Background: an optimization exercise with open tools, aiming at small area. Do not read the settings as production practice. Function was checked by simulation only, so behaviour that the tests miss may differ from the original. No activity file was given, so power comes from the tool's default toggle rates.

==> flow/design.v (outline; a module is shown in full before it is edited, if it fits) <==
// module eemon_regmap: 367 lines
// module eemon_fmt: 60 lines
// module eemon_quad: 69 lines
// module eemon_bk34: 131 lines
// module eemon_button: 76 lines
// module eemon_core: 376 lines
module eemon_core (
  input  wire        clk,
  input  wire        rst,
  input  wire        cmd_valid,
  input  wire [31:0] cmd_data,
  output wire        cmd_ready,
  output reg         rsp_valid,
  output wire [31:0] rsp_data,
  output wire [5:0]  cs_n,
  output wire [5:0]  cs_oe,
  input  wire [3:0]  cs_in,
  input  wire [2:0]  din,
  output wire        sclk,
  output wire        mosi,
  input  wire        miso,
  input  wire        tick
);
  // ...
==> flow/flow/run.sh <==
#!/bin/bash
# The standard layout (standard.sh) with these changes:
#  - synthesis maps the logic with an area-oriented ABC script (two rounds
#    of choice computation and &nf mapping with relaxed delay); the rest of
#    synthesis, and so every register, is the standard one;
#  - clock tree synthesis without dummy loads, with clkbuf_8 buffers and
#    clusters of at most 15 sinks within 60 um;
#  - port buffers of a smaller cell (every port still gets its own buffer).
# The whole flow's output goes to standard_flow.log in this folder; ORFS
# keeps each step's own log under orfs/logs/.
set -e
here=$(pwd)
rm -rf "$here/scripts"
cp -r "$FLOW_HOME/scripts" "$here/scripts"
cat > "$here/scripts/abc_area.script" <<'ABC'
&get -n
&st
&dch -f
&nf -R 1000
&st
&dch -f
&nf -R 1000
&put
topo
dnsize -c
ABC
export SCRIPTS_DIR="$here/scripts"
export CTS_ARGS="-sink_clustering_enable -repair_clock_nets -dont_use_dummy_load -buf_list sky130_fd_sc_hd__clkbuf_8 -sink_clustering_size 15 -sink_clustering_max_diameter 60"
export BUFFER_PORTS_ARGS="-buffer_cell sky130_fd_sc_hd__buf_2"
bash standard.sh > standard_flow.log 2>&1
==> flow/standard.sh <==
#!/bin/bash
# synth_recipe.tcl (not shown) runs the flow's synth.tcl, then flattens the netlist and writes it again
# the make line also repeats each setting of config.mk as NAME=value (left out here)
make -C /OpenROAD-flow-scripts/flow DESIGN_CONFIG=/design/flow/config.mk WORK_HOME=/design/flow/orfs CLKGATE_MAP_FILE= SYNTH_SCRIPT=/design/flow/synth_recipe.tcl "${@:-finish}"
==> flow/config.mk <==
export PLATFORM = sky130hd
export DESIGN_NAME = eemon_core
export DESIGN_NICKNAME = eemon_core
export VERILOG_FILES = /design/flow/design.v
export SDC_FILE = /design/flow/constraint.sdc
export NUM_CORES = 4
export LEC_CHECK = 0
export ABC_AREA = 1
export CAP_MARGIN = 0
export CORE_MARGIN = 2
export CORE_UTILIZATION = 60
export PLACE_DENSITY = 0.7
export SLEW_MARGIN = 0
export SYNTH_MEMORY_MAX_BITS = 16384
==> flow/constraint.sdc <==
create_clock -name core_clock -period 12.5 [get_ports {clk}]
set_input_delay 2.5000 -clock core_clock [delete_from_list [all_inputs] [get_ports {clk}]]
set_output_delay 2.5000 -clock core_clock [all_outputs]
set_load 0.01 [all_outputs]
==> impl.org, run 1 <==
** Status
- The run finished with no timing, DRC or antenna violations.

** Worst setup path
- Required time of the critical path :: 13.05 ns
- CP Depth :: 41
- In this run the worst setup path begins at cs_in[0].
- STA classifies the critical path endpoint as a flip-flop.
- STA puts the critical path data arrival time at 11.17 ns.
- The worst setup path is launched from an input pin.

** Layout
- In the final layout, non-clock buffers account for under 10% of the cell area.
- Registers represent a cell area share of 38.5%.
- Number of buffers outside the clock class in the layout :: between 150 and 200
- Once layout is complete, the utilization of the core stands at 65.3%.
- Largest registers :: g_btn.u_btn.pending x128, g_btn.u_btn.since_press x128, g_btn.u_btn.since_rel x128
- Multi-input combinational cells in the finished layout were counted as 3362.

** Worst hold path
- The path class of the tightest hold or removal check is reg2reg.

** Yosys
- By area the synthesized netlist is led by sky130_fd_sc_hd__dfxtp_1 26%, sky130_fd_sc_hd__edfxtp_1 15%, sky130_fd_sc_hd__ha_1 14%.
- In this run the cell area of the synthesized design comes to roughly 0.04 mm^2.
- In this run, synthesis produced a sequential element count of 728.
- Ys async rst share :: 0%
- By area, the combinational part of the netlist is dominated by compound AO/OA/AOI/OAI gates.
- Yosys cell types :: 65
- After synthesis, the largest area contributor takes up 26.4% of total cell area.
- Gate Count Post-Synth :: 4131

** Clocking
- For the worst-skew pair, the clock arrives at the later sink with an insertion delay of between 0.7 and 0.8 ns.
- The H-tree was split into 2 levels.
- CTS saw 728 sinks.
- Clock-pin transition on the worst setup and hold timing paths :: 0.09 ns

** Power and ir drop
- Combinational Power Share :: a little under a fifth

** GRT
- Global routing used 6.20% of the available met3 tracks.
- Met1 track demand over resource in global routing :: between 40% and 50%
- Routing layer with the top usage in global route :: met2
- Entering global routing, the biggest net connects between 70 and 80 pins.

** Die
- The die covers about 0.069 mm^2.

** STA
- Setup repair after global routing left no endpoint under its margin.
- Final Worst Setup Slack :: 1.88 ns
- Final hold violation count :: 0
- The max-slew violation total from the final report was 0.

** Place
- Post-place instance area :: 0.0422 mm^2
- Routability congestion estimate from global placement :: 1.04

** Routing
- The detailed router finished its first iteration with 4126 violations.
==> inputs of run 2 (changes only) <==
--- a/flow/flow/run.sh
+++ b/flow/flow/run.sh
@@ -1,7 +1,8 @@
 #!/bin/bash
 # The standard layout (standard.sh) with these changes:
-#  - synthesis maps the logic with an area-oriented ABC script (two rounds
-#    of choice computation and &nf mapping with relaxed delay); the rest of
-#    synthesis, and so every register, is the standard one;
+#  - synthesis maps the logic with an area-oriented ABC script (deep
+#    AIG resynthesis, then two rounds of choice computation and &nf mapping
+#    with relaxed delay); the rest of synthesis, and so every register, is
+#    the standard one;
 #  - clock tree synthesis without dummy loads, with clkbuf_8 buffers and
 #    clusters of at most 15 sinks within 60 um;
@@ -16,4 +17,5 @@
 &get -n
 &st
+&deepsyn -T 120
 &dch -f
 &nf -R 1000
--- a/flow/config.mk
+++ b/flow/config.mk
@@ -9,6 +9,6 @@
 export CAP_MARGIN = 0
 export CORE_MARGIN = 2
-export CORE_UTILIZATION = 60
-export PLACE_DENSITY = 0.7
+export CORE_UTILIZATION = 50
+export PLACE_DENSITY = 0.6
 export SLEW_MARGIN = 0
 export SYNTH_MEMORY_MAX_BITS = 16384
==> impl.org, run 2 <==
** Status
- Outcome :: complete, no violations

** STA
- Pin slew with the least headroom to its limit :: 1.39 ns
- Final clock skew :: approximately 0.12 ns
- Final setup TNS :: 0 ns
- The max-slew violation total from the final report was 0 (unchanged).
- Setup repair after global routing left no endpoint under its margin.
- Timing would allow up to 0.0871 GHz.
- The final hold violation count came to 0 (unchanged).
- Fin crit share :: 91.9%
- The post-route worst setup slack was 1.01 ns (-0.866 ns).
- Slew headroom :: 6.77%
- Min Tclk post-route :: around 11 ns
- Setup violations remaining at the end of the flow were counted as 0.

** Power and ir drop
- Worst IR drop on VDD :: about 0.10 mV
- For this design the static power due to leakage is 0.0180 uW.
- Power spread over the standard cell area amounts to 129 mW/mm^2.

** Clocking
- The CTS H-tree depth is 3 (+1).
- Clk buf depth :: 3
- Clock-pin transition on the worst setup and hold timing paths :: 0.09 ns (about the same)
- After clock tree synthesis, the setup repair step added 0 buffers.
- The number of clock sinks is 728 (unchanged).
- The source-to-sink clock delay at the later pin of the worst-skew pair is 0.70 ns (-0.04 ns).
- Gates resized during post-CTS repair numbered 0.
- Number of clock buffers inserted by TritonCTS :: 68
- The root buffer cell chosen for the clock tree is sky130_fd_sc_hd__clkbuf_8.
- The number of hold buffers added after CTS was 0.
- TritonCTS built the clock tree.

** Die
- Die X-Extent :: around 280 um
- Core outline area :: about 0.077 mm^2
- Starting Density :: 50.3%
- Number of top-level pins :: just over 90
- Row generation in the floorplan step produced 102 rows.
- Die Footprint :: 0.0799 mm^2 (+16%)
- Vertical die dimension :: ~280 um

** Yosys
- By area, the combinational part of the netlist is dominated by compound AO/OA/AOI/OAI gates.
- Dominant synthesized flop cell :: sky130_fd_sc_hd__dfxtp_1
- After synthesis, the share of cell area in mux cells is 0.254%.
- The flop and latch count out of synthesis is 728 (unchanged).
- Sequential elements use between 40% and 50% of the synthesized area.
- In the synthesized netlist, the cells that appear most often are 528 x sky130_fd_sc_hd__dfxtp_1, 453 x sky130_fd_sc_hd__ha_1, 306 x sky130_fd_sc_hd__nand2_1.
- Yosys cell types :: 63 (-3.1%)
- Top cell type's share of synthesized area :: 27.2% (+0.80 points)
- Synth Area in Compound Gates :: 20.7%
- Synthesized-area fraction occupied by adder cells :: 17.0%
- Ranked by total cell area, the synthesized netlist is headed by sky130_fd_sc_hd__dfxtp_1 27%, sky130_fd_sc_hd__edfxtp_1 15%, sky130_fd_sc_hd__ha_1 15%.
- Of all cell types, the one taking the most synthesized area is sky130_fd_sc_hd__dfxtp_1.
- Avg Synthesized Cell Area :: 10.1 um^2
- Post-Synthesis Cell Area :: 0.0388 mm^2 (-2.9%)
- Total number of yosys warnings :: 4
- The synthesized netlist devotes 2.28% of its cell area to XOR and XNOR gates.
- The share of synthesized flip-flops with an asynchronous set or reset was 0% (unchanged).
- Gate Count Post-Synth :: 3849 (-6.8%)
- Of the total synthesized cell area, the portion taken by AND, OR, NAND and NOR gates is between 15 and 20%.
- Yosys instantiated no cell more often than sky130_fd_sc_hd__dfxtp_1.
- Number of synthesized flops with an enable pin :: 200

** GRT
- Vias in the first global route :: 31100
- The largest net degree at the start of global routing was 66 (-16%).
- Final global-route overflow total :: 0
- The first global-routing pass estimated 194000 um of wire.
- The initial antenna violation count came to 4.
- Across every metal layer, demand over resource in global routing totals 32.2%.

** Layout
- Total area of multi-input combinational cells :: 0.0222 mm^2
- Most common library cell in the layout ignoring fill and taps :: sky130_fd_sc_hd__dfxtp_1
- Post-layout util :: 54.6% (-11 points)
- Cells with a size suffix above 1 make up roughly 6.2% of the layout.
- Layout Nets :: 4623
- The library cells used most frequently in the layout, excluding fill and tap cells, are 528 x sky130_fd_sc_hd__dfxtp_1, 453 x sky130_fd_sc_hd__ha_1, 306 x sky130_fd_sc_hd__nand2_1.
- The area growth from synthesis to layout is 8.53%.
- Register area :: 0.0166 mm^2
- Counting the fill cells in the layout gives 7063.
- Largest registers :: g_btn.u_btn.pending x128, g_btn.u_btn.since_press x128, g_btn.u_btn.since_rel x128

** Routing
- The first-iteration detailed-routing DRC count is 3566 (-14%).
- Summing over every cut layer, the via total after detailed routing is 32800.
- After detailed routing, the average wire length per cell comes to 25.4 um.
- Via-per-instance ratio :: about 6.4
- For this block, the routed nets add up to 130000 um of wire.
- For this run, design rule violations remaining after detail routing come to 0.
- Antenna violation net count after detailed routing :: 0
- For this run, the detailed router's first-pass iteration total came to 10.

** Place
- DP Wirelength :: ~100000 um
- At the placement stage, the worst setup path has a slack of 0.351 ns.
- The final weighted congestion in routability-driven placement is 1.03 (-1.8%).
- The count of buffers added on input and output ports is 89.

** Worst setup path
- In this run the worst path has a maximum fanout of 5.
- On the worst path, the slowest cell contributes a delay of roughly 0.48 ns.
- The required time at the endpoint of the critical path is 13.08 ns (+0.03 ns).
- Library cell appearing most often on the critical path :: sky130_fd_sc_hd__a21o_1
- Critical Path Slowest Stage Cell :: sky130_fd_sc_hd__fa_1
- Kind of end point of the critical path :: flip-flop
- The critical path in this run is classified as in2reg.
- The arrival time at the worst endpoint was 12.07 ns (+0.90 ns).
- STA classifies the critical path startpoint as an input pin.

** Worst hold path
- The min-delay analysis places its worst path in the category reg2reg.

** Flow run
- Reported max-cap violation count :: 0
[run 2: kinds of logic (layout without fill, tap and decap cells)]
logic type      Yosys count  after routing
simple gates           1271           1271
compound gates         1188           1188
flops                   728            728
fa+ha+maj               501            501
xor+xnor                101            101
buf+inv                  50            277
mux                       9              9
other cells               1              6
[run 2: worst paths after layout]
| check | start | cells after the start | slack (ns) | end |
|---|---|---|---|---|
| max | cs_in[1] | 48 | 1.01 | u_quad.value[31] |
| min | g_btn[0].u_btn.rel_v | 2 | 0.46 | g_btn[0].u_btn.rel_v |
| max reg2reg | st[3] | 49 | 1.76 | u_quad.value[31] |
| min reg2reg | g_btn[0].u_btn.rel_v | 2 | 0.46 | g_btn[0].u_btn.rel_v |
[run 2: through the flow]
step | cell area [um^2] | cells | total power, uW | hold slack [ns]
2_1_floorplan | 38800 | 3850 | 3740 | 0.414
3_5_place_dp | 41200 | 5049 | 4190 | 0.442
6_report | 42200 | 5121 | 5430 | 0.455
5_1_grt | 42200 | 5118 | 5740 | 0.469
3_3_place_gp | 41200 | 5049 | 4160 | 0.429
4_1_cts | 42100 | 5117 | 5460 | 0.457
[run 2: final cells by class]
type                    count  area share, %
repair buffers            165           2.41
diodes                      4         0.0237
well taps                1040           3.09
clock buffers              68           2.22
multi-input cells        3072           52.5
flip-flops and latches    728           39.3
inverters                  44          0.392
[run 2: worst max-delay path: cells and delay by family]
family	cells	cell delay (ns)
AND/OR/NAND/NOR	7	1.30
AO/OA/AOI/OAI	33	6.37
adder cells (fa/ha/maj)	3	1.15
buffers and inverters	1	0.09
XOR/XNOR	4	0.68
[run 2: power by group]
part	internal, uW	switching (uW)
clock	487	785
sequential	2580	221
combinational	551	809
total	3610	1820
[run 2: routing by layer]
| metal | global-route usage [%] | up-vias | part of all wire (%) |
|---|---|---|---|
| li1 | - | 15300 | - |
| met3 | 5.91 | 337 | 8.4 |
| met5 | 0 | - | 0.0077 |
| met2 | 51.6 | 1523 | 45 |
| met1 | 41.6 | 15700 | 40 |
| met4 | 16.9 | 2 | 5.8 |
==> module eemon_core, before the edit <==
module eemon_core (
  input  wire        clk,
  input  wire        rst,
  input  wire        cmd_valid,
  input  wire [31:0] cmd_data,
  output wire        cmd_ready,
  output reg         rsp_valid,
  output wire [31:0] rsp_data,
  output wire [5:0]  cs_n,
  output wire [5:0]  cs_oe,
  input  wire [3:0]  cs_in,
  input  wire [2:0]  din,
  output wire        sclk,
  output wire        mosi,
  input  wire        miso,
  input  wire        tick
);
  localparam [7:0] RW_FLAG_READ  = 8'h80;
  localparam [7:0] RW_FLAG_WRITE = 8'h00;
  localparam       STATUS_ACTIVE_LEVEL = 1'b0;
  localparam [30:0] DEBOUNCE_DEFAULT = 31'd20;
  localparam [7:0] OP_BEGIN = 8'h01, OP_END   = 8'h02, OP_XCHG  = 8'h03,
                   OP_GSET  = 8'h04, OP_GRD   = 8'h05, OP_STAT  = 8'h06,
                   OP_ECLR  = 8'h07, OP_IRQT  = 8'h08, OP_RDREG = 8'h10,
                   OP_WRREG = 8'h11, OP_FDEC  = 8'h12, OP_FENC  = 8'h13,
                   OP_QREAD = 8'h20, OP_QSTAT = 8'h21, OP_BREAD = 8'h30,
                   OP_BDOWN = 8'h31, OP_BSETD = 8'h32;
  localparam [3:0] S_IDLE  = 4'd0,  S_OPND  = 4'd1,  S_EXEC  = 4'd2,
                   S_DRAIN = 4'd3,  S_ZRESP = 4'd4,  S_BEGA  = 4'd5,
                   S_BEGB  = 4'd6,  S_CSA   = 4'd7,  S_FETCH = 4'd8,
                   S_TX    = 4'd9,  S_RX    = 4'd10, S_CSD   = 4'd11,
                   S_ENDA  = 4'd12, S_ENDB  = 4'd13, S_DONE  = 4'd14;
  reg [3:0]  st;
  reg [31:0] cmd_r;
  reg        active;
  reg [7:0]  depth;
  reg        dual_out;             
  reg [5:0]  gate_r;               
  reg        irq_flag;
  reg [5:0]  err;
  reg [2:0]  last_res;
  reg [7:0]  kb;                   
  reg [3:0]  bc;                   
  reg [31:0] rxsr;
  reg [1:0]  q_prev_obs;
  reg [3:0]  b_prev_obs;
  reg        s_prev_obs;
  wire [9:0] gate_en = {gate_r[5], 4'd0, gate_r[4:0]};
  wire [7:0] op  = cmd_r[31:24];
  wire [3:0] fu  = cmd_r[23:20];
  wire [3:0] ft  = cmd_r[19:16];
  wire [7:0] fa  = cmd_r[15:8];
  wire [7:0] fb  = cmd_r[7:0];
  wire       cs_on  = (st == S_FETCH) || (st == S_TX) || (st == S_RX) || (st == S_CSD);
  wire [5:0] cs_drv;
  genvar gc;
  generate
    for (gc = 0; gc < 6; gc = gc + 1) begin : g_cs
      assign cs_drv[gc] = !(cs_on && fu[2:0] == gc);
    end
  endgenerate
  wire [3:0] obs_cs  = dual_out ? cs_drv[3:0] : cs_in;
  wire [1:0] q_cur   = {obs_cs[0], obs_cs[1]};
  wire [3:0] b_lvl   = {din[1], din[0], obs_cs[3], obs_cs[2]};
  wire       s_lvl   = din[2];
  wire       ev_q    = (q_cur != q_prev_obs) && !(gate_en[0] && active);
  wire [3:0] ev_b;
  assign ev_b[0] = (b_lvl[0] != b_prev_obs[0]) && !(gate_en[1] && active);
  assign ev_b[1] = (b_lvl[1] != b_prev_obs[1]) && !(gate_en[2] && active);
  assign ev_b[2] = (b_lvl[2] != b_prev_obs[2]) && !(gate_en[3] && active);
  assign ev_b[3] = (b_lvl[3] != b_prev_obs[3]) && !(gate_en[4] && active);
  wire       ev_s    = (s_lvl != s_prev_obs) && !(gate_en[9] && active);
  wire       irq_set = ev_s && (s_lvl == STATUS_ACTIVE_LEVEL);
  wire [20:0] rm_entry;
  eemon_regmap u_regmap (.idx(fa), .entry(rm_entry));
  wire        rm_valid = rm_entry[20];
  wire [15:0] rm_addr  = rm_entry[19:4];
  wire [3:0]  rm_tag   = rm_entry[3:0];
  wire is_reg_cmd = (op == OP_RDREG) || (op == OP_WRREG);
  wire [3:0]  fmt_tag = is_reg_cmd ? rm_tag : ft;
  wire        fmt_enc = (op == OP_FENC) || (op == OP_WRREG);
  wire [31:0] fmt_y;
  wire        fmt_repr;
  wire [2:0]  fmt_n;
  eemon_fmt u_fmt (.tag(fmt_tag), .enc(fmt_enc), .x(rxsr),
                   .y(fmt_y), .repr(fmt_repr), .nbytes(fmt_n));
  wire exec = (st == S_EXEC);
  wire [1:0]  q_prev;
  wire [31:0] q_sub, q_inv, q_val;
  eemon_quad u_quad (.clk(clk), .rst(rst), .ev(ev_q), .cur(q_cur),
                     .prev_pins(q_prev), .sub_inc(q_sub), .inv_cnt(q_inv), .value(q_val));
  reg        defined, rsv_bad, needs_op;
  always @* begin
    case (op)
      OP_BEGIN, OP_END, OP_GRD, OP_STAT, OP_IRQT, OP_QREAD:
                           begin defined = 1'b1; rsv_bad = cmd_r[23:0] != 24'd0; end
      OP_XCHG:             begin defined = 1'b1; rsv_bad = ft != 4'd0; end
      OP_RDREG, OP_WRREG:  begin defined = 1'b1; rsv_bad = (ft != 4'd0) || (fb != 8'd0); end
      OP_FDEC, OP_FENC:    begin defined = 1'b1; rsv_bad = (fu != 4'd0) || (cmd_r[15:0] != 16'd0); end
      OP_QSTAT:            begin defined = 1'b1; rsv_bad = cmd_r[23:8] != 16'd0; end
      OP_BREAD, OP_BDOWN, OP_BSETD:
                           begin defined = 1'b1; rsv_bad = cmd_r[19:0] != 20'd0; end
      OP_GSET:             begin defined = 1'b1; rsv_bad = cmd_r[23:10] != 14'd0; end
      OP_ECLR:             begin defined = 1'b1; rsv_bad = cmd_r[23:6] != 18'd0; end
      default:             begin defined = 1'b0; rsv_bad = 1'b0; end
    endcase
  end
  wire [7:0] in_op = cmd_data[31:24];
  always @* needs_op = (in_op == OP_WRREG) || (in_op == OP_FDEC) ||
                       (in_op == OP_FENC)  || (in_op == OP_BSETD);
  reg [2:0] ecode;
  always @* begin
    ecode = 3'd0;
    if (!defined || rsv_bad)
      ecode = 3'd1;
    else begin
      case (op)
        OP_BEGIN: if (depth == 8'd255) ecode = 3'd6;
        OP_END:   if (depth == 8'd0)   ecode = 3'd5;
        OP_XCHG:  if (fu >= 4'd6)      ecode = 3'd3;
        OP_RDREG: if (fu >= 4'd6)      ecode = 3'd3;
                  else if (!rm_valid)  ecode = 3'd2;
        OP_WRREG: if (fu >= 4'd6)      ecode = 3'd3;
                  else if (!rm_valid)  ecode = 3'd2;
                  else if (!fmt_repr)  ecode = 3'd4;
        OP_FDEC:  if (ft > 4'd8)       ecode = 3'd3;
        OP_FENC:  if (ft > 4'd8)       ecode = 3'd3;
                  else if (!fmt_repr)  ecode = 3'd4;
        OP_QSTAT: if (fb > 8'd2)       ecode = 3'd3;
        OP_BREAD, OP_BDOWN:
                  if (fu >= 4'd4)      ecode = 3'd3;
        OP_BSETD: if (fu >= 4'd4)      ecode = 3'd3;
                  else if (rxsr[31])   ecode = 3'd4;
        default:  ecode = 3'd0;
      endcase
    end
  end
  wire one_rsp = (op == OP_GRD)   || (op == OP_STAT)  || (op == OP_IRQT)  ||
                 (op == OP_QREAD) || (op == OP_QSTAT) || (op == OP_BREAD) ||
                 (op == OP_BDOWN) || (op == OP_RDREG) || (op == OP_FDEC)  ||
                 (op == OP_FENC);
  wire        ok_cmd    = exec && (ecode == 3'd0);
  wire [3:0]  bsel      = 4'd1 << fu[1:0];
  wire [31:0] b_pend [0:3];
  wire [30:0] win_val_n = ~(rst ? DEBOUNCE_DEFAULT : rxsr[30:0]);
  genvar gb;
  generate
    for (gb = 0; gb < 4; gb = gb + 1) begin : g_btn
      eemon_button u_btn (
        .clk(clk), .rst(rst), .ev(ev_b[gb]), .lvl(b_lvl[gb]), .tick(tick),
        .win_en(rst || (ok_cmd && op == OP_BSETD && bsel[gb])), .win_val_n(win_val_n),
        .drain(ok_cmd && op == OP_BREAD && bsel[gb]),
        .pending(b_pend[gb]));
    end
  endgenerate
  wire [31:0] stat_word = {4'd0, 1'b0, last_res, 2'd0, err, depth, 4'd0,
                           irq_flag, s_lvl, depth != 8'd0, active};
  reg [31:0] rsp_val;
  always @* begin
    case (op)
      OP_GRD:   rsp_val = {22'd0, gate_en};
      OP_STAT:  rsp_val = stat_word;
      OP_IRQT:  rsp_val = {31'd0, irq_flag};
      OP_QREAD: rsp_val = q_val;
      OP_QSTAT: rsp_val = (fb == 8'd0) ? {30'd0, q_prev} : (fb == 8'd1) ? q_sub : q_inv;
      OP_BREAD: rsp_val = b_pend[fu[1:0]];
      OP_BDOWN: rsp_val = {31'd0, ~b_lvl[fu[1:0]]};
      OP_FDEC,
      OP_FENC:  rsp_val = fmt_y;
      default:  rsp_val = 32'd0;
    endcase
  end
  wire is_xchg  = (op == OP_XCHG);
  wire is_rdreg = (op == OP_RDREG);
  wire byte_end = (bc == 4'd15);
  wire [7:0] wlen = is_xchg ? fa : (is_rdreg ? 8'd3 : 8'd3 + {5'd0, fmt_n});
  wire [7:0] rlen = is_xchg ? fb : (is_rdreg ? {5'd0, fmt_n} : 8'd0);
  wire [7:0] len_m1    = ((st == S_TX) || (st == S_DRAIN) ? wlen : rlen) - 8'd1;
  wire       last_byte = (kb == len_m1);
  wire       last_word = (kb[7:2] == len_m1[7:2]);
  wire [1:0] dbyte = is_xchg ? ~kb[1:0] : (fmt_n[1:0] + 2'd2 - kb[1:0]);
  wire [7:0] tx_byte_d = rxsr[{dbyte, 3'b000} +: 8];
  reg  [7:0] tx_byte;
  always @* begin
    if (is_xchg || kb > 8'd2) tx_byte = tx_byte_d;
    else case (kb[1:0])
      2'd0:    tx_byte = is_rdreg ? RW_FLAG_READ : RW_FLAG_WRITE;
      2'd1:    tx_byte = rm_addr[15:8];
      default: tx_byte = rm_addr[7:0];
    endcase
  end
  wire tx_bit = tx_byte[~bc[3:1]];
  wire       rx_part = is_xchg && (fb[1:0] != 2'd0) && (kb[7:2] == fb[7:2]);
  wire [3:0] rx_act;
  wire [31:0] rx_next;
  genvar gr;
  generate
    for (gr = 0; gr < 4; gr = gr + 1) begin : g_rxb
      assign rx_act[gr] = !rx_part || ({1'b0, fb[1:0]} + gr >= 4);
    end
    for (gr = 0; gr < 32; gr = gr + 1) begin : g_rx
      if (gr == 0) begin : g_lsb
        assign rx_next[gr] = rx_act[0] && miso;
      end else if (gr % 8 == 0) begin : g_byte
        assign rx_next[gr] = rx_act[gr/8] && (rx_act[gr/8-1] ? rxsr[gr-1] : miso);
      end else begin : g_bit
        assign rx_next[gr] = rx_act[gr/8] && rxsr[gr-1];
      end
    end
  endgenerate
  assign cmd_ready = (st == S_IDLE) || (st == S_OPND) || (st == S_DRAIN) || (st == S_FETCH);
  assign cs_n      = cs_drv;
  assign cs_oe     = {2'b11, {4{dual_out}}};
  assign sclk      = ((st == S_TX) || (st == S_RX)) && bc[0];
  assign mosi      = (st == S_TX) && tx_bit;
  assign rsp_data  = rxsr;
  always @(posedge clk) begin
    if (rst) begin
      st         <= S_IDLE;
      active     <= 1'b0;
      depth      <= 8'd0;
      dual_out   <= 1'b0;
      gate_r     <= 6'b000111;
      irq_flag   <= 1'b0;
      err        <= 6'd0;
      last_res   <= 3'd0;
      rsp_valid  <= 1'b0;
      q_prev_obs <= {cs_in[0], cs_in[1]};
      b_prev_obs <= {din[1], din[0], cs_in[3], cs_in[2]};
      s_prev_obs <= din[2];
    end else begin
      q_prev_obs <= q_cur;
      b_prev_obs <= b_lvl;
      s_prev_obs <= s_lvl;
      if (irq_set)
        irq_flag <= 1'b1;
      rsp_valid <= 1'b0;
      case (st)
        S_IDLE: begin
          if (cmd_valid) begin
            cmd_r <= cmd_data;
            st    <= needs_op ? S_OPND : S_EXEC;
          end
        end
        S_OPND: begin
          if (cmd_valid) begin
            rxsr   <= cmd_data;
            st     <= S_EXEC;
          end
        end
        S_EXEC: begin
          st <= S_IDLE;
          kb <= 8'd0;
          if (ecode != 3'd0) begin
            err[ecode - 3'd1] <= 1'b1;
            last_res          <= ecode;
            rxsr              <= 32'd0;
            if (defined && one_rsp)
              rsp_valid <= 1'b1;
            if (is_xchg) begin
              if (fa != 8'd0)      st <= S_DRAIN;
              else if (fb != 8'd0) st <= S_ZRESP;
            end
          end else begin
            if (op != OP_STAT)
              last_res <= 3'd0;
            if (one_rsp && op != OP_RDREG) begin
              rsp_valid <= 1'b1;
              rxsr      <= rsp_val;
            end
            case (op)
              OP_BEGIN: begin
                if (depth == 8'd0) st <= S_BEGA;
                else               depth <= depth + 8'd1;
              end
              OP_END: begin
                if (depth == 8'd1) st <= S_ENDA;
                else               depth <= depth - 8'd1;
              end
              OP_GSET: gate_r <= {cmd_r[9], cmd_r[4:0]};
              OP_ECLR: err    <= err & ~cmd_r[5:0];
              OP_IRQT: if (!irq_set) irq_flag <= 1'b0;
              OP_XCHG, OP_RDREG, OP_WRREG:
                st <= (depth == 8'd0) ? S_BEGA : S_CSA;
              default: ;
            endcase
          end
        end
        S_DRAIN: begin
          if (cmd_valid) begin
            kb <= kb + 8'd4;
            if (last_word) begin
              kb <= 8'd0;
              st <= (fb != 8'd0) ? S_ZRESP : S_IDLE;
            end
          end
        end
        S_ZRESP: begin
          rsp_valid <= 1'b1;
          kb        <= kb + 8'd4;
          if (last_word)
            st <= S_IDLE;
        end
        S_BEGA: begin
          active <= 1'b1;
          if (op == OP_BEGIN)
            depth <= 8'd1;
          st <= S_BEGB;
        end
        S_BEGB: begin
          dual_out <= 1'b1;
          st <= (op == OP_BEGIN) ? S_DONE : S_CSA;
        end
        S_CSA: begin
          kb   <= 8'd0;
          bc   <= 4'd0;
          if (wlen != 8'd0)      st <= is_xchg ? S_FETCH : S_TX;
          else if (rlen != 8'd0) st <= S_RX;
          else                   st <= S_CSD;
        end
        S_FETCH: begin
          if (cmd_valid) begin
            rxsr <= cmd_data;
            st <= S_TX;
          end
        end
        S_TX: begin
          bc <= bc + 4'd1;
          if (byte_end) begin
            if (!last_byte) begin
              kb <= kb + 8'd1;
              st <= (is_xchg && kb[1:0] == 2'd3) ? S_FETCH : S_TX;
            end else begin
              kb <= 8'd0;
              st <= (rlen != 8'd0) ? S_RX : S_CSD;
            end
          end
        end
        S_RX: begin
          bc <= bc + 4'd1;
          if (!bc[0])
            rxsr <= rx_next;
          if (byte_end) begin
            if (is_xchg && kb[1:0] == 2'd3)
              rsp_valid <= 1'b1;
            kb <= kb + 8'd1;
            st <= last_byte ? S_CSD : S_RX;
          end
        end
        S_CSD: begin
          st <= (depth == 8'd0) ? S_ENDA : S_DONE;
        end
        S_ENDA: begin
          dual_out <= 1'b0;
          st <= S_ENDB;
        end
        S_ENDB: begin
          active <= 1'b0;
          if (op == OP_END)
            depth <= 8'd0;
          st <= S_DONE;
        end
        S_DONE: begin
          last_res <= 3'd0;
          if (op == OP_RDREG) begin
            rsp_valid <= 1'b1;
            rxsr      <= fmt_y;
          end else if (is_xchg && fb[1:0] != 2'd0)
            rsp_valid <= 1'b1;
          st <= S_IDLE;
        end
        default: st <= S_IDLE;
      endcase
    end
  end
endmodule
==> inputs of run 3 (changes only) <==
--- a/flow/design.v
+++ b/flow/design.v
@@ -882,17 +882,17 @@
   wire       last_byte = (kb == len_m1);
   wire       last_word = (kb[7:2] == len_m1[7:2]);
-  wire [1:0] dbyte = is_xchg ? ~kb[1:0] : (fmt_n[1:0] + 2'd2 - kb[1:0]);
-  wire [7:0] tx_byte_d = rxsr[{dbyte, 3'b000} +: 8];
-  reg  [7:0] tx_byte;
+  wire       tx_hdr = !is_xchg && (kb < 8'd3);
+  reg        hdr_bit;
   always @* begin
-    if (is_xchg || kb > 8'd2) tx_byte = tx_byte_d;
-    else case (kb[1:0])
-      2'd0:    tx_byte = is_rdreg ? RW_FLAG_READ : RW_FLAG_WRITE;
-      2'd1:    tx_byte = rm_addr[15:8];
-      default: tx_byte = rm_addr[7:0];
+    case (kb[1:0])
+      2'd0:    hdr_bit = is_rdreg && (bc[3:1] == 3'd0);
+      2'd1:    hdr_bit = rm_addr[{1'b1, ~bc[3:1]}];
+      default: hdr_bit = rm_addr[{1'b0, ~bc[3:1]}];
     endcase
   end
-  wire tx_bit = tx_byte[~bc[3:1]];
-  wire       rx_part = is_xchg && (fb[1:0] != 2'd0) && (kb[7:2] == fb[7:2]);
+  wire tx_bit   = tx_hdr ? hdr_bit : rxsr[31];
+  wire tx_shift = !tx_hdr ||
+                  (kb[1:0] == 2'd0 ? (fmt_n == 3'd1) : (fmt_n != 3'd4));
+  wire       rx_part = (st == S_RX) && is_xchg && (fb[1:0] != 2'd0) && (kb[7:2] == fb[7:2]);
   wire [3:0] rx_act;
   wire [31:0] rx_next;
@@ -1030,4 +1030,6 @@
         S_TX: begin
           bc <= bc + 4'd1;
+          if (bc[0] && tx_shift)
+            rxsr <= rx_next;
           if (byte_end) begin
             if (!last_byte) begin
==> impl.org, run 3 <==
** Status
- The flow ran to the end and the layout has no timing, DRC or antenna violations.

** STA
- The setup-violating endpoint count in the final report is 0 (unchanged).
- Setup repair after global routing left no endpoint under its margin.
- The post-route worst setup slack is 1.00 ns (-0.0114 ns).
- Number of max-slew violations in the final report :: 0 (unchanged)
- Final hold violation count :: 0 (unchanged)
- The highest achievable clock rate was 0.0870 GHz (about the same).
- The pin slew with the least headroom to its limit came to 1.33 ns (-0.0560 ns).
- The worst clock skew came to 0.0896 ns (-0.0258 ns).
- The final-layout setup total negative slack came to 0 ns (unchanged).
- Fin crit share :: 92.0% (about the same)
- Slew headroom :: 9.96% (+3.2 points)
- Min Tclk post-route :: 11.50 ns (+0.0114 ns)
- Worst hold slack across all endpoints :: 0.443 ns (-0.0124 ns)

** Clocking
- The post-cts hold buffer count was 0 (unchanged).
- TritonCTS clock tree :: yes
- Number of buffers added for setup after CTS :: 0 (unchanged)
- The CTS H-tree depth is 3 (unchanged).
- The number of buffers added by the clock tree synthesis step is 70 (+2.9%).
- The clock slew at the register clock pins of the worst setup and hold paths came to 0.09 ns (about the same).
- Clk buf depth :: 3 (unchanged)
- Total number of clock tree sinks :: 728 (unchanged)
- The total of cells resized after clock tree synthesis was 0 (unchanged).
- Clock tree root buffer cell :: sky130_fd_sc_hd__clkbuf_8
- Clock latency at the later pin of the worst-skew pair :: 0.72 ns (+0.02 ns)

** Yosys
- Avg Synthesized Cell Area :: 9.89 um^2 (-2.0%)
- After synthesis, the largest family of logic cells by area is simple AND/OR/NAND/NOR gates.
- The count of warnings emitted by yosys is 4 (unchanged).
- The synthesized instance count is 3888 (+1.0%).
- Post-synthesis cell type with the largest combined area :: sky130_fd_sc_hd__dfxtp_1
- Area share of xor/xnor cells in the synthesized design :: 2.21% (-0.068 points)
- Synth Area in Compound Gates :: 18.1% (-2.5 points)
- Most area-consuming cells after synthesis :: sky130_fd_sc_hd__dfxtp_1 27%, sky130_fd_sc_hd__edfxtp_1 16%, sky130_fd_sc_hd__ha_1 15%
- Ys async rst share :: 0% (unchanged)
- Yosys cell types :: 70 (+11%)
- Leading post-synthesis cells by instance count :: 528 x sky130_fd_sc_hd__dfxtp_1, 486 x sky130_fd_sc_hd__nor2_1, 450 x sky130_fd_sc_hd__ha_1
- sky130_fd_sc_hd__dfxtp_1 is the most common cell in the netlist.
- Top cell type's share of synthesized area :: 27.5% (+0.28 points)
- Number of synthesized flops with an enable pin :: 200 (unchanged)
- Sequential share of the synthesized area :: 43.1% (+0.43 points)
- Synthesized-area fraction occupied by adder cells :: 17.1% (+0.075 points)
- Synth Area in Simple Gates :: 18.6% (+2.1 points)
- Dominant synthesized flop cell :: sky130_fd_sc_hd__dfxtp_1
- Multiplexer area fraction after synthesis :: 0.338% (+0.084 points)
- Post-Synthesis Cell Area :: 0.0385 mm^2 (-1.0%)
- The flop and latch count out of synthesis came to 728 (unchanged).

** Die
- Die Footprint :: 0.0791 mm^2 (-0.99%)
- Number of top-level pins :: 92 (unchanged)
- Core outline area :: 0.0761 mm^2 (-1.5%)
- The width of the die was 281 um (-0.50%).
- Rows :: 101 (-0.98%)
- The floorplan die height was 281 um (-0.50%).
- The effective utilization at floorplan is 50.5% (+0.24 points).

** Worst setup path
- Critical path peak fanout :: 5 (unchanged)
- The worst setup path is launched from an input pin.
- Launching instance or port of the critical path :: cs_in[0]
- Library cell appearing most often on the critical path :: sky130_fd_sc_hd__a21o_1
- Startpoint of the lowest-slack register-to-register path :: st[3]
- Kind of end point of the critical path :: flip-flop
- The required time at the endpoint of the critical path is 13.12 ns (+0.04 ns).
- Largest stage delay on the critical path :: 0.49 ns (about the same)
- The worst setup path is of the in2reg kind.
- Arrival time at the worst endpoint :: 12.11 ns (+0.04 ns)
- Critical Path Slowest Stage Cell :: sky130_fd_sc_hd__a21oi_1

** Routing
- The routed length per instance was 25.3 um (-0.41%).
- The routed wire length came to 130000 um (about the same).
- Via-per-instance ratio :: 6.38 (-0.38%)
- The first-iteration detailed-routing DRC count came to 3407 (-4.5%).
- The remaining antenna violation count after routing came to 0 (unchanged).
- The post-detailed-route DRC marker count came to 0 (unchanged).
- Top routing layer in use :: met5
- The wire length on met2 was 58900 um (-0.19%).
- The overall via count from detail_route came to 32800 (-0.012%).
- Number of detailed-route iterations in the first pass :: 9 (-1)
- The met1 wire length is 52100 um (-0.98%).
- Wire length on met3 :: 11500 um (+4.6%)

** Place
- The count of port buffers added during placement came to 89 (unchanged).
- The final weighted congestion in routability-driven placement is 1.02 (about the same).
- The total half-perimeter wirelength after legalization and detailed placement is 97300 um (-0.20%).
- The worst slack at placement was 0.295 ns (-0.0555 ns).

** GRT
- Final global-route overflow total :: 0 (unchanged)
- The total track usage was 32.5% (+0.26 points).
- Pin count of the biggest net entering global routing :: 58 (-12%)
- Global-route wire length before repair :: 194000 um (-0.33%)
- Initial antenna violation count :: 8 (+4)
- The number of global-route vias before repair came to 31200 (+0.33%).

** Layout
- Register area :: 0.0166 mm^2 (unchanged)
- Total area of multi-input combinational cells :: 0.0219 mm^2 (-1.2%)
- Layout Nets :: 4648 (+0.54%)
- The share of post-route cells with drive strength above 1 is 6.11% (-0.042 points).
- Most frequent cells in the layout :: 528 x sky130_fd_sc_hd__dfxtp_1, 482 x sky130_fd_sc_hd__nor2_1, 450 x sky130_fd_sc_hd__ha_1
- Area growth from synthesis to layout :: 8.71%
- The largest registers in the layout are g_btn.u_btn.pending x128, g_btn.u_btn.since_press x128, g_btn.u_btn.since_rel x128.
- Fillcell total :: 7155 (+1.3%)
- The library cell used most frequently in the layout, excluding fill and tap cells, is sky130_fd_sc_hd__dfxtp_1.

** Worst hold path
- The worst hold path begins at g_btn[0].u_btn.rel_v.
- Type of the tightest min-delay check :: reg2reg

** Power and ir drop
- Power per unit of standard cell area :: 127 mW/mm^2 (-1.5%)
- The worst ir drop on vdd is 0.0968 mV (-7.7%).
- The leakage power figure is 0.0180 uW (+0.26%).

** Flow run
- The max capacitance violation total is 0 (unchanged).
==> run 3: changes by cell type after synthesis, sizes merged, moves of 13 or more <==
cell    delta
nor2     +245
o21a     -124
a21oi     -32
nor2b     -19
a221oi    -18
nor3      -17
a211oi    -16
o22ai     -15
a21o      +13
==> run 3: cells by family (layout without fill, tap and decap cells) <==
group | count (synthesis) | count (layout)
compound gates | 1032 | 1032
fa+ha+maj | 498 | 498
simple gates | 1474 | 1474
mux | 12 | 12
flops | 728 | 728
xor+xnor | 97 | 97
buf+inv | 46 | 262
other cells | 1 | 7
==> run 3: worst paths after layout <==
check / endpoint / slack [ns] / cells after the start
setup / recovery: u_quad.value[31] / 1.00 / 48
hold / removal: g_btn[0].u_btn.rel_v / 0.44 / 2
setup reg to reg: u_quad.value[31] / 1.64 / 49
hold reg to reg: g_btn[0].u_btn.rel_v / 0.44 / 2
==> run 3: cell type report <==
type | instances | share of cell area (%)
antenna | 5 | 0.0299
clock buffer | 70 | 2.30
inverter | 40 | 0.359
multi-input combinational | 3115 | 52.3
sequential | 728 | 39.7
tap | 1030 | 3.08
timing repair buffer | 152 | 2.23
==> run 3: through the flow <==
stage,area [um^2],power (uW),instances,utilization (%)
6_report,41800,5300,5140,54.9
5_1_grt,41800,5580,5136,54.9
4_1_cts,41800,5320,5135,54.9
3_5_place_dp,40800,4030,5065,53.7
3_3_place_gp,40800,4020,5065,53.7
2_1_floorplan,38500,3620,3889,-
==> run 3: where the power goes <==
group	switching, uW	internal (uW)
registers	180	2560
logic	769	492
clock network	797	501
==> run 3: critical path, delay by kind of cell <==
family | cells | cell delay (ns)
buf+inv | 1 | 0.11
fa+ha+maj | 3 | 1.17
simple gates | 7 | 1.24
compound gates | 33 | 6.30
xor+xnor | 4 | 0.73
==> run 3: layer usage <==
layer	vias up	GRT usage [%]
li1	15200	-
met1	15700	40.6
met2	1540	53.0
met3	385	7.38
met4	2	16.1
met5	-	0
==> module eemon_quad, before the edit <==
module eemon_quad (
  input  wire        clk,
  input  wire        rst,
  input  wire        ev,           
  input  wire [1:0]  cur,          
  output reg  [1:0]  prev_pins,
  output reg  [31:0] sub_inc,
  output reg  [31:0] inv_cnt,
  output reg  [31:0] value
);
  wire       jump = (prev_pins ^ cur) == 2'b11;
  reg        fwd;
  always @* begin
    case ({prev_pins, cur})
      4'd13, 4'd4, 4'd2, 4'd11: fwd = 1'b1;
      default:                  fwd = 1'b0;
    endcase
  end
  wire [32:0] cs, ci;
  assign cs[0] = !jump;
  assign ci[0] = jump;
  genvar k;
  generate
    for (k = 0; k < 32; k = k + 1) begin : g_cnt
      assign cs[k+1] = cs[k] & (sub_inc[k] ^ ~fwd);
      assign ci[k+1] = ci[k] & inv_cnt[k];
    end
  endgenerate
  wire [31:0] s_n = sub_inc ^ cs[31:0];
  wire [31:0] i_n = inv_cnt ^ ci[31:0];
  wire        jmp    = (prev_pins == 2'b00);
  wire        s_is0  = (sub_inc == 32'd0);
  wire        s_is1  = (sub_inc == 32'd1);
  wire        s_ism1 = (sub_inc == 32'hFFFF_FFFF);
  wire        z_n    = prev_pins[1] ? s_ism1 : (prev_pins[0] ? s_is1 : s_is0);
  wire        neg    = prev_pins[1] ? (sub_inc[31] && !s_ism1) :
                       (prev_pins[0] ? (sub_inc[31] || s_is0) : sub_inc[31]);
  wire        i_wrap = jmp && (inv_cnt == 32'hFFFF_FFFF);
  wire        cneg   = neg && !i_wrap;
  wire        pos    = !neg && !z_n && !i_wrap;
  wire [33:0] x   = {1'b0, inv_cnt, 1'b0};
  wire [33:0] a   = {value, 2'b00};
  wire [33:0] b   = {{2{s_n[31]}}, s_n};
  wire [33:0] c   = cneg ? {~x[33:1], !jmp} : (pos ? x : 34'd0);
  wire        ci1 = pos ? jmp : (cneg && !jmp);
  wire        ci2 = pos && jmp;
  wire [33:0] ps  = a ^ b ^ c;
  wire [33:0] pc  = {((a[32:0] & b[32:0]) | (a[32:0] & c[32:0]) | (b[32:0] & c[32:0])), ci1};
  wire [33:0] t;
  eemon_bk34 u_add (.a(ps), .b(pc), .ci(ci2), .s(t));
  always @(posedge clk) begin
    if (rst) begin
      prev_pins <= 2'b11;
      sub_inc   <= 32'd0;
      inv_cnt   <= 32'd0;
      value     <= 32'd0;
    end else if (ev && cur != prev_pins) begin
      prev_pins <= cur;
      if (cur == 2'b11) begin
        value   <= t[33:2];
        sub_inc <= 32'd0;
        inv_cnt <= 32'd0;
      end else begin
        sub_inc <= s_n;
        inv_cnt <= i_n;
      end
    end
  end
endmodule
==> inputs of run 4 (changes only) <==
--- a/flow/design.v
+++ b/flow/design.v
@@ -444,7 +444,8 @@
     endcase
   end
+  wire        chg = ev && (cur != prev_pins);
   wire [32:0] cs, ci;
-  assign cs[0] = !jump;
-  assign ci[0] = jump;
+  assign cs[0] = chg && !jump;
+  assign ci[0] = chg && jump;
   genvar k;
   generate
@@ -482,13 +483,11 @@
       inv_cnt   <= 32'd0;
       value     <= 32'd0;
-    end else if (ev && cur != prev_pins) begin
-      prev_pins <= cur;
-      if (cur == 2'b11) begin
-        value   <= t[33:2];
-        sub_inc <= 32'd0;
-        inv_cnt <= 32'd0;
-      end else begin
-        sub_inc <= s_n;
-        inv_cnt <= i_n;
+    end else begin
+      sub_inc <= (chg && cur == 2'b11) ? 32'd0 : s_n;
+      inv_cnt <= (chg && cur == 2'b11) ? 32'd0 : i_n;
+      if (chg) begin
+        prev_pins <= cur;
+        if (cur == 2'b11)
+          value <= t[33:2];
       end
     end
==> impl.org, run 4 <==
** Clocking
- The number of clock sinks came to 728 (unchanged).
- The total of cells resized after clock tree synthesis came to 0 (unchanged).
- CTS placed an instance of sky130_fd_sc_hd__clkbuf_8 at the clock tree root.
- Clock latency at the later pin of the worst-skew pair :: 0.71 ns (about the same)
- TritonCTS built the clock tree.
- The post-cts hold buffer count came to 0 (unchanged).
- The number of buffers added by the clock tree synthesis step was 70 (unchanged).
- CTS HTree Levels :: 3 (unchanged)
- The clock slew at the register clock pins of the worst setup and hold paths was 0.08 ns (about the same).
- The maximum buffer depth of the clock tree was 3 (unchanged).
- The post-CTS setup repair buffer count came to 0 (unchanged).

** STA
- Final hold violation count :: 0 (unchanged)
- Setup violators final :: 0 (unchanged)
- Final clock skew :: 0.0874 ns (-0.00217 ns)
- RSZ-0062 raised after global routing :: false
- The worst slew slack as a fraction of its limit is 15.2% (+5.2 points).
- The share of the clock period used by the worst path came to 90.7% (-1.2 points).
- The final-layout setup total negative slack was 0 ns (unchanged).
- Min Tclk post-route :: 11.34 ns (-0.156 ns)
- The highest achievable clock rate was 0.0882 GHz (+1.4%).
- The post-route worst setup slack came to 1.16 ns (+0.156 ns).
- Number of max-slew violations in the final report :: 0 (unchanged)
- The pin slew with the least headroom to its limit was 1.27 ns (-0.0594 ns).

** Yosys
- Sorting the synthesized cells by area gives the leading types as sky130_fd_sc_hd__dfxtp_1 28%, sky130_fd_sc_hd__edfxtp_1 16%, sky130_fd_sc_hd__ha_1 15%.
- The flop and latch count out of synthesis is 728 (unchanged).
- The cell area after synthesis is 0.0383 mm^2 (-0.40%).
- The part of the Yosys area used for sequential elements is 43.3% (+0.17 points).
- Avg Synthesized Cell Area :: 10.1 um^2 (+2.5%)
- The number of distinct library cell variants in the gate-level netlist after synthesis came to 65 (-7.1%).
- The share of synthesized flip-flops with an asynchronous set or reset is 0% (unchanged).
- In the synthesized netlist the dominant register cell turns out to be sky130_fd_sc_hd__dfxtp_1.
- Post-synthesis cell type with the largest combined area :: sky130_fd_sc_hd__dfxtp_1
- The synthesized instance count is 3779 (-2.8%).
- Sorting the synthesized cells by how often they occur yields 528 x sky130_fd_sc_hd__dfxtp_1, 450 x sky130_fd_sc_hd__ha_1, 315 x sky130_fd_sc_hd__nand2_1.
- Number of synthesized flops with an enable pin :: 200 (unchanged)
- The proportion of netlist area held by the largest area contributor was 27.6% (+0.11 points).
- Dominant cell by count in the synthesized netlist :: sky130_fd_sc_hd__dfxtp_1
- Total number of yosys warnings :: 4 (unchanged)

** Worst setup path
- Library cell appearing most often on the critical path :: sky130_fd_sc_hd__a21o_1
- Critical Path Slowest Stage Cell :: sky130_fd_sc_hd__fa_1
- The arrival time at the worst endpoint came to 11.87 ns (-0.24 ns).
- Largest stage delay on the critical path :: 0.45 ns (-0.04 ns)
- Kind of end point of the critical path :: flip-flop
- Critical Path Start Type :: input pin
- In this run the critical register-to-register path is launched from st[2].
- End of the worst register-to-register path :: u_quad.value[31]
- The internal reg-to-reg setup slack is 1.89 ns (+0.25 ns).
- The required time at the endpoint of the critical path came to 13.03 ns (-0.09 ns).
- The critical path is of the in2reg type.
- Critical path peak fanout :: 5 (unchanged)
- Number of cells traversed by the worst register-to-register path :: 47 (-4.1%)

** Place
- The total half-perimeter wirelength after legalization and detailed placement came to 91500 um (-6.0%).
- The final weighted congestion in routability-driven placement is 0.981 (-4.3%).
- The count of port buffers added during placement came to 89 (unchanged).
- The total placed instance area came to 0.0405 mm^2 (-0.82%).
- Placement-stage worst setup slack :: 0.535 ns (+0.240 ns)

** Die
- Die Footprint :: 0.0788 mm^2 (-0.39%)
- Core outline area :: 0.0759 mm^2 (-0.17%)
- The number of I/O pins is 92 (unchanged).
- The number of placement rows is 101 (unchanged).
- The width of the die came to 281 um (-0.20%).
- Vertical die dimension :: 281 um (-0.20%)
- Starting Density :: 50.4% (-0.12 points)

** Layout
- The share of post-route cells with drive strength above 1 was 5.75% (-0.37 points).
- Layout Nets :: 4529 (-2.6%)
- Most common library cell in the layout ignoring fill and taps :: sky130_fd_sc_hd__dfxtp_1
- From synthesis to final layout, the design area changed by 8.25%.
- The area of all placed cells without fillers is 0.0415 mm^2 (-0.82%).
- The largest registers in the layout are g_btn.u_btn.pending x128, g_btn.u_btn.since_press x128, g_btn.u_btn.since_rel x128.
- Most frequent cells in the layout :: 528 x sky130_fd_sc_hd__dfxtp_1, 450 x sky130_fd_sc_hd__ha_1, 315 x sky130_fd_sc_hd__nand2_1

** Status
- The run finished with no timing, DRC or antenna violations.

** Routing
- The first-iteration detailed-routing DRC count is 3134 (-8.0%).
- Antenna violation net count after detailed routing :: 0 (unchanged)
- The first-pass iteration count of the detailed router came to 7 (-2).
- Count of vias placed by the detailed router :: 31400 (-4.2%)
- Wire length per cell after detailed routing :: 24.7 um (-2.5%)
- Sum of routed wire length over all layers :: 124000 um (-4.8%)
- Via-per-instance ratio :: 6.26 (-1.9%)
- The post-detailed-route DRC marker count came to 0 (unchanged).

** Worst hold path
- Type of the tightest min-delay check :: reg2reg
- The startpoint identified for the worst hold timing path is g_btn[0].u_btn.press_v.
- Worst hold endpoint :: g_btn[0].u_btn.press_v
- WHS Path Cells :: 2 (unchanged)

** GRT
- The largest net degree at the start of global routing was 95 (+64%).
- The wire length of the first global-routing pass is 187000 um (-3.6%).
- The initial antenna violation count is 6 (-2).
- The global route total overflow came to 0 (unchanged).
- The number of global-route vias before repair came to 29600 (-5.1%).
- Total track usage :: 31.2% (-1.3 points)

** Flow run
- The max capacitance violation total is 0 (unchanged).

** Power and ir drop
- The worst ir drop on vdd is 0.0980 mV (+1.2%).
- The overall power after layout came to 5510 uW (+3.9%).
- Static Leakage :: 0.0176 uW (-2.1%)
- Power per unit of standard cell area :: 133 mW/mm^2 (+4.8%)
run 4: metrics by stage:
stage	cells	util (%)	hold WS [ns]
finish	5019	54.6	0.444
global route	5018	54.6	0.489
CTS	5016	54.6	0.446
detailed placement	4946	53.3	0.433
global placement	4946	53.3	0.429
floorplan	3780	-	0.414
run 4: critical path: cells and delay by family:
kind,cells,cell delay (ns)
AO/OA/AOI/OAI,31,5.93
adder cells (fa/ha/maj),3,1.19
XOR/XNOR,5,0.98
AND/OR/NAND/NOR,4,0.85
multiplexers,1,0.29
buffers and inverters,1,0.12
run 4: metal layers:
layer / vias to the layer above / share of wire (%) / routed length [um] / global-route usage, %
met4: 8 / 4.5 / 5540 / 12.9
met5: - / 0.040 / 49 / 0
met1: 15100 / 43 / 53100 / 42.0
li1: 14800 / - / - / -
met2: 1289 / 45 / 55900 / 49.3
met3: 257 / 7.6 / 9450 / 5.89
run 4: cell type report:
cell class	count	area [um^2]
Clock buffer	70	963
Multi-Input combinational cell	3007	21600
Antenna cell	3	7.51
Tap cell	1030	1290
Inverter	39	146
Sequential cell	728	16600
Fill cell	6975	34500
Timing Repair Buffer	142	843
run 4: kinds of logic after synthesis:
kind of cell               Yosys count  share of synthesized area, %
AOI/OAI and AO/OA                 1070                          18.9
buffers and inverters               45                         0.500
and+or+nand+nor                   1313                          17.2
muxes                               13                         0.366
xor gates and xnor gates           112                          2.56
adders and majority gates          497                          17.2
DFF                                728                          43.3
other                                1                       0.00979
run 4: how the worst max path moves through the flow:
stage,cells after the start,end,slack [ns],from
after floorplan,44,u_quad.value[31],1.11,cs_in[1]
after global placement,45,u_quad.value[31],0.68,cs_in[1]
after detailed placement,45,u_quad.value[31],0.53,cs_in[1]
after CTS,45,u_quad.value[31],1.22,cs_in[1]
after global routing,48,u_quad.value[31],0.70,cs_in[1]
final,45,u_quad.value[31],1.16,cs_in[1]
run 4: where the power goes:
part	total (uW)	internal, uW	leakage [uW]	switching [uW]
clock	1290	501	0.000503	786
combinational	1330	482	0.0110	852
sequential	2890	2640	0.00608	252
total	5510	3620	0.0176	1890
==> inputs of run 5 (changes only) <==
--- a/flow/design.v
+++ b/flow/design.v
@@ -880,5 +880,5 @@
   wire [7:0] len_m1    = ((st == S_TX) || (st == S_DRAIN) ? wlen : rlen) - 8'd1;
   wire       last_byte = (kb == len_m1);
-  wire       last_word = (kb[7:2] == len_m1[7:2]);
+  wire       last_word = (kb[5:0] == len_m1[7:2]);
   wire       tx_hdr = !is_xchg && (kb < 8'd3);
   reg        hdr_bit;
@@ -991,5 +991,5 @@
         S_DRAIN: begin
           if (cmd_valid) begin
-            kb <= kb + 8'd4;
+            kb <= kb + 8'd1;
             if (last_word) begin
               kb <= 8'd0;
@@ -1000,5 +1000,5 @@
         S_ZRESP: begin
           rsp_valid <= 1'b1;
-          kb        <= kb + 8'd4;
+          kb        <= kb + 8'd1;
           if (last_word)
             st <= S_IDLE;
==> impl.org, run 5 <==
** STA
- Maximum clock frequency :: 0.0881 GHz (about the same)
- The worst slew slack as a fraction of its limit came to 20.8% (+5.6 points).
- Final hold violation count :: 0 (unchanged)
- Setup repair after global routing left no endpoint under its margin.
- Number of max-slew violations in the final report :: 0 (unchanged)
- The pin slew with the least headroom to its limit came to 1.19 ns (-0.0857 ns).
- Fin crit share :: 90.8% (about the same)
- The clock period minus final worst setup slack was 11.35 ns (+0.00743 ns).
- The setup-violating endpoint count in the final report was 0 (unchanged).
- The worst clock skew is 0.100 ns (+0.0128 ns).
- The final-layout setup total negative slack came to 0 ns (unchanged).

** Routing
- The post-detailed-route DRC marker count is 0 (unchanged).
- The routed wire length was 127000 um (+2.1%).
- Wire length per cell after detailed routing :: 25.0 um (+1.0%)
- The overall via count from detail_route came to 31700 (+0.98%).
- Starting DRC count in detailed routing :: 3761 (+20%)
- The first-pass iteration count of the detailed router was 8 (+1).
- Via-per-instance ratio :: 6.25 (-0.12%)
- The remaining antenna violation count after routing was 0 (unchanged).

** Yosys
- The count of warnings emitted by yosys came to 4 (unchanged).
- Most area-consuming cells after synthesis :: sky130_fd_sc_hd__dfxtp_1 28%, sky130_fd_sc_hd__edfxtp_1 16%, sky130_fd_sc_hd__ha_1 15%
- Avg Synthesized Cell Area :: 10.1 um^2 (-0.70%)
- Post-synthesis cell type with the largest combined area :: sky130_fd_sc_hd__dfxtp_1
- Dominant synthesized flop cell :: sky130_fd_sc_hd__dfxtp_1
- The number of enable flip-flop cells after synthesis came to 200 (unchanged).
- Sequential share of the synthesized area :: 43.1% (-0.13 points)
- The share of synthesized flip-flops with an asynchronous set or reset was 0% (unchanged).
- The cell area after synthesis was 0.0384 mm^2 (+0.30%).
- In the post-synthesis netlist, the cell with the most instances is sky130_fd_sc_hd__dfxtp_1.
- The commonest cells after synthesis are 528 x sky130_fd_sc_hd__dfxtp_1, 447 x sky130_fd_sc_hd__ha_1, 334 x sky130_fd_sc_hd__nand2_1.
- Yosys cell types :: 65 (unchanged)
- Gate Count Post-Synth :: 3817 (+1.0%)
- Top cell type's share of synthesized area :: 27.5% (-0.083 points)
- Flip-flop and latch count after synthesis :: 728 (unchanged)

** Layout
- Area growth from synthesis to layout :: 8.53%
- Most common library cell in the layout ignoring fill and taps :: sky130_fd_sc_hd__dfxtp_1
- Leaving out fill and tap cells, the most frequent cells in the layout are 528 x sky130_fd_sc_hd__dfxtp_1, 447 x sky130_fd_sc_hd__ha_1, 334 x sky130_fd_sc_hd__nand2_1.
- Layout Nets :: 4580 (+1.1%)
- The share of post-route cells with drive strength above 1 was 6.11% (+0.37 points).
- Post-layout util :: 54.9% (+0.31 points)
- The post-layout instance count excluding filler cells came to 5074 (+1.1%).
- Largest registers :: g_btn.u_btn.pending x128, g_btn.u_btn.since_press x128, g_btn.u_btn.since_rel x128

** Die
- The floorplan die height was 281 um (+0.15%).
- Rows :: 101 (unchanged)
- The core region area was 0.0759 mm^2 (unchanged).
- Starting Density :: 50.6% (+0.15 points)
- Number of top-level pins :: 92 (unchanged)
- The width of the die was 281 um (+0.15%).
- Die Footprint :: 0.0791 mm^2 (+0.30%)

** Status
- The run finished with no timing, DRC or antenna violations.

** Clocking
- Clock-pin transition on the worst setup and hold timing paths :: 0.09 ns (about the same)
- The tree is rooted in a sky130_fd_sc_hd__clkbuf_8.
- Total number of clock tree sinks :: 728 (unchanged)
- TritonCTS clock tree :: yes
- Number of cells upsized or downsized after cts :: 0 (unchanged)
- The maximum buffer depth of the clock tree was 3 (unchanged).
- Clock latency at the later pin of the worst-skew pair :: 0.71 ns (about the same)
- The CTS H-tree depth was 3 (unchanged).
- Number of clock buffers inserted by TritonCTS :: 68 (-2.9%)
- Hold buffer count at CTS :: 0 (unchanged)
- Number of buffers added for setup after CTS :: 0 (unchanged)

** Place
- Placed cells :: 5002 (+1.1%)
- The count of port buffers added during placement is 89 (unchanged).
- Routability congestion estimate from global placement :: 1.04 (+5.5%)
- The total half-perimeter wirelength after legalization and detailed placement is 94800 um (+3.6%).

** Worst setup path
- The cell that appears most often on the critical path is sky130_fd_sc_hd__a21o_1.
- The critical path's largest stage delay came to 0.50 ns (+0.05 ns).
- The worst setup path is of the in2reg kind.
- The required time at the endpoint of the critical path came to 13.08 ns (+0.05 ns).
- The arrival time at the worst endpoint came to 11.92 ns (+0.05 ns).
- The peak fanout along the critical path was 7 (+2).
- The internal reg-to-reg setup slack came to 1.51 ns (-0.38 ns).
- Among all stages on the critical path, the largest delay is contributed by sky130_fd_sc_hd__fa_1.
- Kind of end point of the critical path :: flip-flop
- Critical Path Start Type :: input pin

** Power and ir drop
- Power per unit of standard cell area :: 119 mW/mm^2 (-11%)
- The overall power after layout was 4950 uW (-10%).
- The leakage power figure was 0.0178 uW (+0.72%).
- The worst ir drop on vdd came to 0.0877 mV (-11%).

** GRT
- Global-route wire length before repair :: 191000 um (+2.5%)
- Initial antenna violation count :: 6 (unchanged)
- Final global-route overflow total :: 0 (unchanged)
- The number of global-route vias before repair came to 30600 (+3.4%).
- Total track usage :: 32.0% (+0.82 points)
- Pin count of the biggest net entering global routing :: 96 (+1.1%)

** Flow run
- Reported max-cap violation count :: 0 (unchanged)

** Worst hold path
- The worst hold path belongs to the class reg2reg.
run 5: cell count changes in the layout (fill, tap and decap cells not counted), moves of 14 or more:
cell / before / now
sky130_fd_sc_hd__o22ai_1: 131 / 113
sky130_fd_sc_hd__o21ai_0: 169 / 184
sky130_fd_sc_hd__buf_4: 53 / 71
sky130_fd_sc_hd__a21oi_1: 200 / 237
sky130_fd_sc_hd__nand2_1: 315 / 334
sky130_fd_sc_hd__and2_0: 143 / 198
sky130_fd_sc_hd__a221oi_1: 87 / 73
sky130_fd_sc_hd__a222oi_1: 28 / 45
sky130_fd_sc_hd__a22oi_1: 91 / 73
sky130_fd_sc_hd__nor2b_1: 211 / 157
sky130_fd_sc_hd__nand4_1: 61 / 75
run 5: per-stage QoR:
stage / hold WS [ns] / instance area, um^2 / setup WS [ns]
floorplan: 0.415 / 38400 / 0.987
global placement: 0.430 / 40700 / 0.545
detailed placement: 0.434 / 40700 / 0.423
CTS: 0.445 / 41700 / 1.14
global route: 0.465 / 41700 / 0.474
finish: 0.444 / 41700 / 1.15
run 5: kinds of logic (layout without fill, tap and decap cells):
group	after synthesis	after routing	synth area share (%)
AOI/OAI and AO/OA	1113	1113	19.5
xor gates and xnor gates	102	102	2.33
adders and majority gates	494	494	17.0
buffers and inverters	42	264	0.469
DFF	728	728	43.1
muxes	10	10	0.280
other	1	6	0.00976
and+or+nand+nor	1327	1327	17.2
run 5: final timing paths:
check / start / endpoint / cells past startpoint
hold reg to reg: g_btn[0].u_btn.press_v / g_btn[0].u_btn.press_v / 2
hold / removal: g_btn[0].u_btn.press_v / g_btn[0].u_btn.press_v / 2
setup reg to reg: cmd_r[21] / u_quad.value[31] / 47
setup / recovery: cs_in[1] / u_quad.value[31] / 47
run 5: worst max-delay path: cells and delay by family:
kind	cells	cell delay [ns]
fa+ha+maj	3	1.20
buf+inv	2	0.28
simple gates	6	0.91
compound gates	32	6.30
xor+xnor	4	0.74
run 5: layout make-up:
class	count	area, um^2
flip-flops and latches	728	16600
clock buffers	68	936
repair buffers	160	978
multi-input cells	3048	21800
inverters	36	135
well taps	1030	1290
diodes	4	10.0
fillers	7105	34300
run 5: report_power, final:
part           total (uW)  internal [uW]  switching, uW
clock network        1270            487            786
logic                 908            331            576
registers            2770           2580            193
total                4950           3390           1560
run 5: per-layer routing:
metal  global-route usage [%]  up-vias  share of wire (%)
li1                         -    15000                  -
met1                     40.6    15000                 40
met2                     51.8     1449                 45
met3                     6.63      355                8.8
met4                     15.8        4                5.5
met5                        0        -              0.017

port drivers added, routing unchanged:
The results above use ideal ports. As a check the final layouts listed here were re-extracted and re-timed, cells and wires unchanged. Step 1, drivers: a clkbuf_16 drives clk and a buf_2 each remaining input, both assumed. Step 2 adds t to the input delays and takes it off the output delays; t is the mean of the earliest and latest rising clock arrival at the registers after step 1. Input paths then give back, and output paths get back, about the clock's delay inside the block. a / b / c = ideal ports / drivers / drivers and shift; a / b = the first two.
run | shift t [ns] | slack for setup (ns) | hold WS [ns] | worst register clock-pin slew, ns | worst slew at a driven data input, ns
run 1 | 0.747 | 1.880 / 1.821 / 1.182 | 0.446 / 0.446 / 0.446 | 0.10 / 0.10 | 0.11
run 2 | 0.711 | 1.014 / 1.047 / 0.336 | 0.455 / 0.455 / 0.455 | 0.10 / 0.10 | 0.10
run 3 | 0.738 | 1.002 / 1.047 / 0.309 | 0.443 / 0.443 / 0.443 | 0.10 / 0.10 | 0.12
run 4 | 0.728 | 1.158 / 1.201 / 0.473 | 0.444 / 0.444 / 0.444 | 0.10 / 0.10 | 0.15
run 5 | 0.727 | 1.150 / 1.193 / 0.466 | 0.444 / 0.444 / 0.444 | 0.10 / 0.10 | 0.12
After both steps setup and hold are still met in every run listed. The setup slack of run 1, which loses most, moves by -0.059 ns with the drivers and by -0.698 ns with both steps.
